This is an optimization exercise on Yosys and OpenROAD, whose aim is small area, not a production implementation. Only simulation tests tie the RTL to the original design; equivalence was not proved. Power figures rest on the tool's default switching activity, not on a simulated workload.

==> flow/design.v (excerpt) <==
module dxpc (
    input  wire        clk,
    input  wire        rst,           
    input  wire [15:0] t_byte,        
    input  wire        buf_we,
    input  wire [7:0]  buf_waddr,
    input  wire [7:0]  buf_wdata,
    input  wire        cmd_valid,
    output wire        cmd_ready,
    input  wire [3:0]  cmd_op,
    input  wire [7:0]  cmd_id,
    input  wire [7:0]  cmd_cmd,
    input  wire [7:0]  cmd_addr,
    input  wire [7:0]  cmd_count,
    input  wire [7:0]  cmd_width,
    input  wire [15:0] cmd_value,
    input  wire [7:0]  cmd_len,
    output wire        tx_valid,
    output wire [7:0]  tx_data,
    input  wire        tx_ready,
    input  wire        rx_valid,
    input  wire [7:0]  rx_data,
    output wire        rx_ready,
    output wire        res_valid,
    input  wire        res_ready,
    output wire [3:0]  res_status,
    output wire [2:0]  res_kind,
    output wire [3:0]  info_state,
    output wire [7:0]  info_byte,
    output wire [7:0]  info_expected,
    output wire [7:0]  info_received,
    output wire [7:0]  info_code,
    output wire [7:0]  info_count,
    output wire [7:0]  res_pid,
    output wire [7:0]  res_plen,
    output wire [7:0]  res_pcmd,
    output wire [7:0]  res_pn,
    output wire [15:0] res_v16,
    output wire [31:0] res_ts,
    input  wire [7:0]  rd_idx,
    output wire [7:0]  rd_data,
    output wire [15:0] rd_pos
);
Settings: LEC_CHECK=0, ABC_AREA=1, CAP_MARGIN=20, CORE_MARGIN=2, CORE_UTILIZATION=55, PLACE_DENSITY=0.65, SETUP_SLACK_MARGIN=0.2, SLEW_MARGIN=20; clock period 12.0 ns.
standard.sh (not shown) runs the stock make flow with config.mk's settings and CLKGATE_MAP_FILE= SYNTH_SCRIPT=/design/flow/synth_recipe.tcl, a recipe that flattens the netlist after the stock synthesis.
==> flow/flow/run.sh <==
#!/bin/bash
# Own layout flow: the standard ORFS flow (standard.sh), with these changes:
#  - synthesis maps logic with the ABC script in flow/abc_area.script
#    (ABC_AREA=1 in config.mk selects it); registers are mapped by the
#    standard synthesis steps before ABC, so they are the standard ones;
#  - ports are buffered with sky130_fd_sc_hd__buf_1;
#  - a fanout limit (flow/pre_place.tcl) before global placement, so repair
#    splits the very wide buffer-write-data nets;
#  - CTS with larger sink clusters and without dummy loads.
# Each step's full output is in orfs/logs/; make's output in flow_run.log.
set -euo pipefail
cd "$(dirname "$0")/.."
WORK=$(pwd)
rm -rf "$WORK/scripts_mod"
cp -r "$FLOW_HOME/scripts" "$WORK/scripts_mod"
cp "$WORK/flow/abc_area.script" "$WORK/scripts_mod/abc_area.script"
export SCRIPTS_DIR="$WORK/scripts_mod"
export PRE_GLOBAL_PLACE_TCL="$WORK/flow/pre_place.tcl"
export PRE_RESIZE_TCL="$WORK/flow/pre_place.tcl"
export CTS_ARGS="-sink_clustering_enable -repair_clock_nets -dont_use_dummy_load -sink_clustering_size 20 -sink_clustering_max_diameter 80"
export BUFFER_PORTS_ARGS="-buffer_cell sky130_fd_sc_hd__buf_1"
bash standard.sh > "$WORK/flow_run.log" 2>&1
==> flow/flow/abc_area.script <==
strash
&get -n
&st
&b
&dch
&nf -a
&st
&b
&dch
&nf -a
&put
topo
==> flow/flow/pre_place.tcl <==
set_max_fanout 24 [current_design]
The starting point finished with timing, DRC and antenna clean.
Then changed:
--- a/flow/flow/run.sh
+++ b/flow/flow/run.sh
@@ -20 +20 @@
-export CTS_ARGS="-sink_clustering_enable -repair_clock_nets -dont_use_dummy_load -sink_clustering_size 20 -sink_clustering_max_diameter 80"
+export CTS_ARGS="-sink_clustering_enable -repair_clock_nets -dont_use_dummy_load -sink_clustering_size 16 -sink_clustering_max_diameter 70 -buf_list {sky130_fd_sc_hd__clkbuf_8}"
==> flow/flow/pre_place.tcl (replaced) <==
set_max_fanout 48 [current_design]
--- a/flow/config.mk
+++ b/flow/config.mk
@@ -13 +13 @@
-export SETUP_SLACK_MARGIN = 0.2
+export SETUP_SLACK_MARGIN = 0.1
Outcome: The changed run produced a clean layout. Power shrinks by 2.8%. Critical path depth rises by 6. Worst setup slack loses 0.20 ns. Via count shrinks by 0.67%. Cell area decreases by 1.3%. Global-route usage went down by 0.42 points. Routed wire length goes down by 1.2%.

* * *

dxpc again, from the RTL that the note above started with.
clock: 12.0 ns
lec_check: 0
abc_area: 1
cap_margin: 20
core_margin: 2
core_utilization: 62
place_density: 0.72
setup_slack_margin: 0.1
slew_margin: 20
==> flow/flow/run.sh <==
#!/bin/bash
# Own layout flow: the standard ORFS flow (standard.sh), with these changes:
#  - synthesis maps logic with the ABC script in flow/abc_area.script
#    (ABC_AREA=1 in config.mk selects it); registers are mapped by the
#    standard synthesis steps before ABC, so they are the standard ones;
#  - ports are buffered with sky130_fd_sc_hd__buf_1;
#  - a fanout limit (flow/pre_place.tcl) before global placement, so repair
#    splits the very wide buffer-write-data nets;
#  - CTS with larger sink clusters and without dummy loads.
# Each step's full output is in orfs/logs/; make's output in flow_run.log.
set -euo pipefail
cd "$(dirname "$0")/.."
WORK=$(pwd)
rm -rf "$WORK/scripts_mod"
cp -r "$FLOW_HOME/scripts" "$WORK/scripts_mod"
cp "$WORK/flow/abc_area.script" "$WORK/scripts_mod/abc_area.script"
export SCRIPTS_DIR="$WORK/scripts_mod"
export PRE_GLOBAL_PLACE_TCL="$WORK/flow/pre_place.tcl"
export PRE_RESIZE_TCL="$WORK/flow/pre_place.tcl"
export CTS_ARGS="-sink_clustering_enable -repair_clock_nets -dont_use_dummy_load -sink_clustering_size 16 -sink_clustering_max_diameter 70 -buf_list {sky130_fd_sc_hd__clkbuf_8}"
export BUFFER_PORTS_ARGS="-buffer_cell sky130_fd_sc_hd__buf_1"
bash standard.sh > "$WORK/flow_run.log" 2>&1
==> flow/flow/pre_place.tcl <==
set_max_fanout 48 [current_design]
Scripts as last shown in full above: flow/flow/abc_area.script
The baseline produced a clean layout.
==> next run, changes <==
==> flow/flow/pre_place.tcl (replaced) <==
set_max_fanout 24 [current_design]
Settings changed: CORE_UTILIZATION 62 to 55, PLACE_DENSITY 0.72 to 0.65, SETUP_SLACK_MARGIN 0.1 to 0.2.
Outcome: Clock power stays flat. Via count hardly moves. Clock skew fell by 9.4 ps. Final area went up by 0.76%. Total power increases by 0.56%. Flip-flop and latch count is unchanged. Utilization is lower by 7.1 points. Sequential share of layout area fell by 0.53 points. Wire length is higher by 3.0%. Combinational power stays flat. Count of clock-buffer cells in the layout stays the same.

* * *

dxpc again, from the RTL that the note above started with.
export LEC_CHECK = 0
export ABC_AREA = 1
export CAP_MARGIN = 20
export CORE_MARGIN = 2
export CORE_UTILIZATION = 75
export PLACE_DENSITY = 0.85
export SETUP_SLACK_MARGIN = 0.1
export SLEW_MARGIN = 20
create_clock -name core_clock -period 12.0 [get_ports {clk}]
==> flow/flow/pre_place.tcl <==
set_max_fanout 48 [current_design]
Scripts as last shown in full above: flow/flow/run.sh, flow/flow/abc_area.script
The starting point produced a clean layout.
Next try:
--- a/flow/config.mk
+++ b/flow/config.mk
@@ -10,4 +10,4 @@
 export CORE_MARGIN = 2
-export CORE_UTILIZATION = 75
-export PLACE_DENSITY = 0.85
+export CORE_UTILIZATION = 68
+export PLACE_DENSITY = 0.78
 export SETUP_SLACK_MARGIN = 0.1
What happened:
- setup slack loses 0.12 ns
- sequential power is about the same
- final cell count increases by a few percent
- critical path depth is higher by 9
- worst hold slack improved by 0.012 ns
- sequential share of layout area decreases by 0.31 points

-- afterwards: timing with drivers on the ports --
How much do the figures lean on ideal ports? The routed layouts below were timed once more, with nothing changed but the port constraints. Step 1: set_driving_cell puts a clkbuf_16 on clk and a buf_2 on each other input, an assumption about the parent block. Step 2 moves the port delays by t, midway between the first and last clock arrival at a register: inputs arrive t later, outputs are due t later. That takes back most of the time a late clock gives input paths. a / b / c = no drivers / after step 1 / after step 2; a / b = the first two.
run	t (ns)	setup WS [ns]	worst setup path at the end	clock arrival spread, ns	worst slew at a driven data input, ns
the first run of note 1	0.827	0.478 / 0.450 / 0.450	input to output	0.094 / 0.094	0.10
the second run of note 1	0.982	0.283 / 0.250 / 0.250	input to output	0.132 / 0.132	0.12
the first run of note 2	0.984	0.397 / 0.325 / 0.399	input to output	0.091 / 0.091	0.11
the second run of note 2	0.988	0.530 / 0.453 / 0.532	input to output	0.084 / 0.085	0.10
the first run of note 3	0.957	0.494 / 0.424 / 0.424	input to output	0.076 / 0.075	0.10
the second run of note 3	0.981	0.374 / 0.296 / 0.454	input to output	0.108 / 0.108	0.11
After both steps every run listed still meets setup and hold. For the first run of note 3, which loses most, drivers alone change the setup slack by -0.070 ns; drivers and shift together by -0.070 ns.
